Context: an optimization exercise on an open-source flow, tuned for small area. The choices shown serve that exercise and are no tape-out recipe. Only simulation tests tie the RTL to the original design; equivalence was not proved.

Design pp_core, start of the top module:
module pp_core (
    input  wire         clk,
    input  wire         rst,
    input  wire         cmd_valid,
    output wire         cmd_ready,
    input  wire [3:0]   cmd_code,
    input  wire [271:0] cmd_arg,
    output reg          rsp_valid,
    output reg  [1:0]   rsp_status,
    output wire [65:0]  rsp_data,
    output reg          tx_open_req,
    input  wire         tx_open_ack,
    input  wire         tx_open_ok,
    output reg          tx_wr_valid,
    output wire [31:0]  tx_wr_data,
    input  wire         tx_done,
    input  wire         tx_fail,
    output reg          tx_close,
    output wire [1:0]   phase,
    output wire [2:0]   err,
    output wire [1:0]   dstate
);
    localparam C_PARH   = 4'h1, C_PAR32 = 4'h2, C_ENCW  = 4'h3, C_TOBYTES = 4'h4,
               C_COUNT  = 4'h5, C_CMASK = 4'h6, C_PACKH = 4'h7, C_PACKB   = 4'h8,
               C_ENCPAT = 4'h9, C_LOAD  = 4'hA, C_START = 4'hB, C_LEN     = 4'hC,
               C_GET    = 4'hD, C_TICK  = 4'hE, C_STOP  = 4'hF;
    localparam PH_BUILD = 2'd0, PH_PLAY = 2'd1, PH_STOPPED = 2'd2, PH_HALT = 2'd3;
    localparam ST_OK = 2'd0, ST_REFUSED = 2'd1, ST_ERROR = 2'd2;
    localparam E_NONE = 3'd0, E_CONFIG = 3'd1, E_OPEN = 3'd2, E_WRITE = 3'd3, E_INDEX = 3'd4;
    reg  [511:0] cat;
    reg  [6:0]  cat_len;
    reg  [5:0]  cursor;
    reg  [1:0]  cnt_hi;               
    reg  [1:0]  cnt_lo;               
    reg  [1:0]  phase_r;
    reg  [2:0]  err_r;
    reg         stop_req;
    reg         wr_hdr;               
    reg         wr_body;              
  ...
Size in the first run: about 590 flip-flops.
Settings: LEC_CHECK=0, CAP_MARGIN=20, CORE_MARGIN=2, CORE_UTILIZATION=40, CTS_CLUSTER_DIAMETER=150, CTS_CLUSTER_SIZE=22, PLACE_DENSITY=0.6, SLEW_MARGIN=20, SYNTH_HIERARCHICAL=1; clock period 12.0 ns.
standard.sh (not shown) runs the stock make flow with config.mk's settings and CLKGATE_MAP_FILE= SYNTH_SCRIPT=/design/flow/synth_recipe.tcl, a recipe that flattens the netlist after the stock synthesis.
==> flow/flow/run.sh <==
#!/bin/bash
# The standard layout, with each port buffered by the smallest buffer
# (sky130_fd_sc_hd__buf_1) instead of the default clkdlybuf4s50_1.
set -euo pipefail
export BUFFER_PORTS_ARGS="-buffer_cell sky130_fd_sc_hd__buf_1"
bash standard.sh finish > flow_standard.log 2>&1
Rerun with:
==> flow/flow/run.sh (replaced) <==
#!/bin/bash
# The standard layout, with each port buffered by the smallest buffer
# (sky130_fd_sc_hd__buf_1) instead of the default clkdlybuf4s50_1, and with
# OpenROAD's power recovery (downsizing of gates off the critical paths)
# after global routing.
set -euo pipefail
export BUFFER_PORTS_ARGS="-buffer_cell sky130_fd_sc_hd__buf_1"
export RECOVER_POWER=100
bash standard.sh finish > flow_standard.log 2>&1
--- a/flow/config.mk
+++ b/flow/config.mk
@@ -10,4 +10,4 @@
 export CORE_UTILIZATION = 40
-export CTS_CLUSTER_DIAMETER = 150
-export CTS_CLUSTER_SIZE = 22
+export CTS_CLUSTER_DIAMETER = 80
+export CTS_CLUSTER_SIZE = 24
 export PLACE_DENSITY = 0.6
After rerunning: The changed run completed and failed the layout checks on max-capacitance violations, max-slew violations. Critical path depth came out lower by 1. First-iteration DRC count stays flat. Core utilization hardly moves. Die area stays the same. Routed wire length is about the same. Register-to-register slack degrades by 2.3 ns. Clock-buffer cell count goes down by 6.
Rerun with:
==> flow/flow/run.sh (replaced) <==
#!/bin/bash
# The standard layout, with each port buffered by the smallest buffer
# (sky130_fd_sc_hd__buf_1) instead of the default clkdlybuf4s50_1.
set -euo pipefail
export BUFFER_PORTS_ARGS="-buffer_cell sky130_fd_sc_hd__buf_1"
bash standard.sh finish > flow_standard.log 2>&1
--- a/flow/config.mk
+++ b/flow/config.mk
@@ -10,4 +10,4 @@
 export CORE_UTILIZATION = 40
-export CTS_CLUSTER_DIAMETER = 80
-export CTS_CLUSTER_SIZE = 24
+export CTS_CLUSTER_DIAMETER = 150
+export CTS_CLUSTER_SIZE = 30
 export PLACE_DENSITY = 0.6
What happened:
- Now the flow ran to the end with no violations
- cell area shrinks by 0.50%
- worst setup slack improves by 0.70 ns
- first-iteration DRC count rises by 4.6%
- die area does not change
- fmax increases by 7.6%
- global-route usage is about the same
- area after synthesis is unchanged
Rerun with:
--- a/flow/config.mk
+++ b/flow/config.mk
@@ -10,4 +10,4 @@
 export CORE_UTILIZATION = 40
-export CTS_CLUSTER_DIAMETER = 150
-export CTS_CLUSTER_SIZE = 30
+export CTS_CLUSTER_DIAMETER = 80
+export CTS_CLUSTER_SIZE = 24
 export PLACE_DENSITY = 0.6
The new run finished clean.
Clock skew stays flat.
Worst hold slack loses 0.011 ns.
Routed wire length came out higher slightly.
Non-clock buffer count is unchanged.
Rerun with:
--- a/flow/config.mk
+++ b/flow/config.mk
@@ -10,4 +10,4 @@
 export CORE_UTILIZATION = 40
-export CTS_CLUSTER_DIAMETER = 80
-export CTS_CLUSTER_SIZE = 24
+export CTS_CLUSTER_DIAMETER = 110
+export CTS_CLUSTER_SIZE = 26
 export PLACE_DENSITY = 0.6
=> Clock skew goes down by 0.0034 ns. Worst setup slack improves by 0.022 ns. Worst hold slack improves by 0.013 ns. Routed wire length hardly moves. Design area goes down by 0.40%.

## afterwards: timing with drivers on the ports
The results above use ideal ports. As a check the final layouts listed here were re-extracted and re-timed, cells and wires unchanged. Step 1 sets driving cells, clkbuf_16 on the clock port and buf_2 on the other inputs (assumed; they add their load-dependent delay and slew). Step 2 moves the port delays by t, midway between the first and last clock arrival at a register: inputs arrive t later, outputs are due t later. That takes back most of the time a late clock gives input paths. a / b / c = ideal / step 1 / step 2; a / b = the first two.
run	t (ns)	setup slack, ns	worst setup path after step 2	latest minus earliest clock arrival (ns)	worst data-port slew with drivers (ns)
the first run	0.659	2.876 / 2.888 / 2.229	input to register	0.020 / 0.021	0.12
the second run	0.657	2.138 / 2.169 / 1.511	input to register	0.024 / 0.025	0.13
the third run	0.629	2.834 / 2.846 / 2.217	input to register	0.023 / 0.023	0.12
the fourth run	0.657	2.849 / 2.861 / 2.204	input to register	0.030 / 0.029	0.14
the fifth run	0.644	2.871 / 2.884 / 2.240	input to register	0.018 / 0.018	0.13
The setup slack of the first run, which loses most, moves by +0.012 ns with the drivers and by -0.647 ns with both steps.
